This is an optimization exercise on Yosys and OpenROAD, whose aim is small area, a short achievable clock period and few clock cycles per item, not a production implementation. The RTL was checked by simulation tests, not by an equivalence proof against the original design. Power figures rest on the tool's default switching activity, not on a simulated workload. The clock port is modelled as an ideal driver; clocking choices that lean on that would not hold on a real chip.

Setup of run A:
Design oqpsk_mod, start of the top module:
module oqpsk_mod (
    input  wire        clk,
    input  wire        rst,
    input  wire        cmd_valid,
    output wire        cmd_ready,
    input  wire [1:0]  cmd_op,
    input  wire [7:0]  cmd_arg,
    input  wire [31:0] cmd_data,
    output reg         out_valid,
    input  wire        out_ready,
    output reg  [31:0] out_i,
    output reg  [31:0] out_q
);
clock: 22.0 ns
lec_check: 0
cap_margin: 20
core_margin: 2
core_utilization: 40
slew_margin: 20
run.sh (not shown) runs the stock make flow with config.mk's settings and CLKGATE_MAP_FILE= SYNTH_SCRIPT=/design/flow/synth_recipe.tcl, a recipe that flattens the netlist after the stock synthesis.
Testbench counts of run A, summed over its fixed seeds: cycles 88,541, items 86,016.
Input changes introduced in run B (baseline for comparison: run A):
==> flow/flow/run.sh (new file) <==
#!/bin/bash
# The standard layout, with these changes:
#  - ports are buffered with buf_2 cells (the default picks a slow delay cell);
#  - clock tree synthesis does not add dummy loads;
#  - timing repair aims for 16.5 ns of setup slack (the clock stays 22 ns).
set -euo pipefail
export BUFFER_PORTS_ARGS="-buffer_cell sky130_fd_sc_hd__buf_2"
export CTS_ARGS="-sink_clustering_enable -repair_clock_nets -dont_use_dummy_load"
export SETUP_SLACK_MARGIN=16.5
bash standard.sh > standard.log 2>&1
==> flow/standard.sh (new file) <==
#!/bin/bash
# synth_recipe.tcl (not shown) runs the flow's synth.tcl, then flattens the netlist and writes it again
# the make line also repeats each setting of config.mk as NAME=value (left out here)
make -C /OpenROAD-flow-scripts/flow DESIGN_CONFIG=/design/flow/config.mk WORK_HOME=/design/flow/orfs CLKGATE_MAP_FILE= SYNTH_SCRIPT=/design/flow/synth_recipe.tcl "${@:-finish}"
removed: flow/run.sh
--- outcome ---
Part of the cycle the worst path needs is higher on run A. [compare] base=run A new=run B: first-pass GRT wire length down about 1%, proportion of final cell area spent on non-clock buffers down 1.0 points.
The following lists how run C was set up differently from run B:
--- a/flow/flow/run.sh
+++ b/flow/flow/run.sh
@@ -2 +2 @@
-# The standard layout, with these changes:
+# The standard layout, with two changes:
@@ -4,2 +4 @@
-#  - clock tree synthesis does not add dummy loads;
-#  - timing repair aims for 16.5 ns of setup slack (the clock stays 22 ns).
+#  - clock tree synthesis does not add dummy loads.
@@ -9 +7,0 @@
-export SETUP_SLACK_MARGIN=16.5
--- outcome ---
Going from run B to run C, combinational group power closely matched the old numbers; cell area now sits lower; number of setup buffers added after CTS has decreased; proportion of cell area spent on the clock network lost 0.20 points. Of the two values seen for highest routed metal layer, met4 was produced by run C and met5 by run B. Compared with run B, run C has less setup slack.


v31:
Another version of the RTL of oqpsk_mod (not shown whole).
Size in the first run: ~3200 cells after synthesis, roughly 110 I/O pins, roughly 38000 um2 of cells after synthesis.
## oqpsk_mod
module oqpsk_mod (
    input  wire        clk,
    input  wire        rst,
    input  wire        cmd_valid,
    output wire        cmd_ready,
    input  wire [1:0]  cmd_op,
    input  wire [7:0]  cmd_arg,
    input  wire [31:0] cmd_data,
    output reg         out_valid,
    input  wire        out_ready,
    output reg  [31:0] out_i,
    output reg  [31:0] out_q
);
Settings: LEC_CHECK=0, CAP_MARGIN=20, CORE_MARGIN=2, CORE_UTILIZATION=40, SLEW_MARGIN=20; clock period 22.0 ns.
standard.sh (not shown) runs the stock make flow with config.mk's settings and CLKGATE_MAP_FILE= SYNTH_SCRIPT=/design/flow/synth_recipe.tcl, a recipe that flattens the netlist after the stock synthesis.
==> flow/flow/run.sh <==
#!/bin/bash
# The standard layout, with these changes:
#  - ports are buffered with buf_2 cells (the default picks a slow delay cell);
#  - clock tree synthesis does not add dummy loads and clusters up to 24
#    sinks per clkbuf_16.
set -euo pipefail
export BUFFER_PORTS_ARGS="-buffer_cell sky130_fd_sc_hd__buf_2"
export CTS_ARGS="-sink_clustering_enable -repair_clock_nets -dont_use_dummy_load -buf_list sky130_fd_sc_hd__clkbuf_16 -sink_clustering_size 24 -sink_clustering_max_diameter 120"
bash standard.sh > standard.log 2>&1
Testbench counts of v31, summed over its fixed seeds: cycles 87,959, items 86,016.
Inputs modified between v31 and v18:
Settings: PLACE_DENSITY: unset -> 0.9.
==> flow/flow/run.sh <==
#!/bin/bash
# The standard layout (the standard.sh, whole), with these changes:
#  - ports are buffered with buf_2 cells (the default picks a slow delay cell);
#  - clock tree synthesis does not add dummy loads and clusters up to 28
#    sinks per clkbuf_16;
#  - timing repair aims for 16.5 ns of setup slack (the clock stays 22 ns).
set -euo pipefail
export BUFFER_PORTS_ARGS="-buffer_cell sky130_fd_sc_hd__buf_2"
export CTS_ARGS="-sink_clustering_enable -repair_clock_nets -dont_use_dummy_load -buf_list sky130_fd_sc_hd__clkbuf_16 -sink_clustering_size 28 -sink_clustering_max_diameter 130"
export SETUP_SLACK_MARGIN=16.5
bash standard.sh > standard.log 2>&1
[summary]
- Delta (v18 minus v31): number of fillers in the final layout decreased by 5.9% relative to the old numbers, routed wire length went down by about 5%, via count increased by 1351 relative to the old numbers.
- Higher worst hold slack goes to v31 over v18.
Here is what was changed in the inputs of v22 compared with v18.
--- a/flow/flow/run.sh
+++ b/flow/flow/run.sh
@@ -6 +6 @@
-#  - timing repair aims for 16.5 ns of setup slack (the clock stays 22 ns).
+#  - timing repair aims for 17.0 ns of setup slack (the clock stays 22 ns).
@@ -10 +10 @@
-export SETUP_SLACK_MARGIN=16.5
+export SETUP_SLACK_MARGIN=17.0
### Flow results
v18 and v22 all finish clean. Looking at v18 and v22, the least setup slack across all paths after layout is a wash. Diff v18 -> v22 | power | up slightly. Between v18 and v22, the difference in clock buffer and inverter area fraction after layout is negligible. Routed wire length: v22 vs v18 — no meaningful difference. Non-filler instance count after layout delta (v18 -> v22): insignificant. Proportion of power drawn by the clock network: v18 vs v22 — no meaningful difference. Final cell area: v22 above v18.
[inputs] v11 vs v22
Settings: clearing PLACE_DENSITY, which used to be 0.9.
==> flow/flow/run.sh <==
#!/bin/bash
# The standard layout (the standard.sh, whole), with these changes:
#  - ports are buffered with buf_2 cells (the default picks a slow delay cell);
#  - clock tree synthesis does not add dummy loads and clusters up to 32
#    sinks per clkbuf_16;
#  - timing repair aims for 16.5 ns of setup slack (the clock stays 22 ns).
set -euo pipefail
export BUFFER_PORTS_ARGS="-buffer_cell sky130_fd_sc_hd__buf_2"
export CTS_ARGS="-sink_clustering_enable -repair_clock_nets -dont_use_dummy_load -buf_list sky130_fd_sc_hd__clkbuf_16 -sink_clustering_size 32 -sink_clustering_max_diameter 150"
export SETUP_SLACK_MARGIN=16.5
bash standard.sh > standard.log 2>&1
Notes after the runs:
First-pass GRT wire length: v11 vs v22 up 3.5%
Of v11 and v22, it is v11 that has the lower wire length on met3.
Cmp v11 vs v22: combinational power lower in v11
The final worst-path setup slack of v11 is lower than that of v22.
Diff v22..v11 | register area | unchanged
In the flow results for v22 and v11, the core utilization is larger on v22.
v11 against v22: final critical delay including setup and external delays increased by 120 ps relative to the old numbers; ratio of final minimum period to clock period increased by 0.56 points relative to the old numbers.
Changes in v14 relative to v11:
Settings: changing CORE_UTILIZATION from 40 to 60.
--- a/flow/flow/run.sh
+++ b/flow/flow/run.sh
@@ -4 +4 @@
-#  - clock tree synthesis does not add dummy loads and clusters up to 32
+#  - clock tree synthesis does not add dummy loads and clusters up to 24
@@ -9 +9 @@
-export CTS_ARGS="-sink_clustering_enable -repair_clock_nets -dont_use_dummy_load -buf_list sky130_fd_sc_hd__clkbuf_16 -sink_clustering_size 32 -sink_clustering_max_diameter 150"
+export CTS_ARGS="-sink_clustering_enable -repair_clock_nets -dont_use_dummy_load -buf_list sky130_fd_sc_hd__clkbuf_16 -sink_clustering_size 24 -sink_clustering_max_diameter 120"
Notes after the runs:
v14 completed end to end with timing, DRC and antenna clean. Cell internal power dissipation, v14 and v11: smaller value in v11. Summary of v14 over v11: ratio of cells with drive above 1 in the final layout up 0.25 points; final critical-path setup slack down 11 ps; post-cts hold buffer count flat.
Here is what was changed in the inputs of v24 compared with v14.
Settings: CORE_UTILIZATION changed from 60 to 40.
--- a/flow/flow/run.sh
+++ b/flow/flow/run.sh
@@ -4 +4 @@
-#  - clock tree synthesis does not add dummy loads and clusters up to 24
+#  - clock tree synthesis does not add dummy loads and clusters up to 28
@@ -9 +9 @@
-export CTS_ARGS="-sink_clustering_enable -repair_clock_nets -dont_use_dummy_load -buf_list sky130_fd_sc_hd__clkbuf_16 -sink_clustering_size 24 -sink_clustering_max_diameter 120"
+export CTS_ARGS="-sink_clustering_enable -repair_clock_nets -dont_use_dummy_load -buf_list sky130_fd_sc_hd__clkbuf_16 -sink_clustering_size 28 -sink_clustering_max_diameter 130"
==> notes.md <==
v24 vs. v14: routed wire length has increased, first-pass GRT wire length +about 0.5%. Compared with v14, in v24 cts-stage hold buffer count held; data arrival time of the critical path now smaller. v14 was routed with more vias than v24.

what the ideal ports hide:
Ports are ideal in the flow. The routed layouts listed here were re-timed in OpenROAD. Step 1 sets driving cells, clkbuf_16 on the clock port and buf_2 on the other inputs (assumed; they add their load-dependent delay and slew). Step 2 also shifts input and output timing later by t, the mid clock arrival at the registers, as if the neighbouring blocks saw the same clock. Three values: no drivers, after step 1, after step 2; two values: the first two.
run | t, ns | setup slack, ns | worst slew at a driven data input, ns
run A | 0.730 | 15.494 / 15.426 / 15.233 | 0.04
run B | 0.723 | 16.360 / 16.297 / 15.716 | 0.05
run C | 0.703 | 15.953 / 15.889 / 15.718 | 0.03
v31 | 0.669 | 16.294 / 16.314 / 15.661 | 0.03
v18 | 0.654 | 16.432 / 16.364 / 16.010 | 0.04
v22 | 0.668 | 16.432 / 16.370 / 16.216 | 0.06
v11 | 0.650 | 16.308 / 16.248 / 16.044 | 0.03
v14 | 0.677 | 16.297 / 16.228 / 16.079 | 0.03
v24 | 0.672 | 16.317 / 16.249 / 16.038 | 0.03
After both steps every run listed still meets setup and hold. The setup slack of run B, which loses most, moves by -0.063 ns with the drivers and by -0.644 ns with both steps.
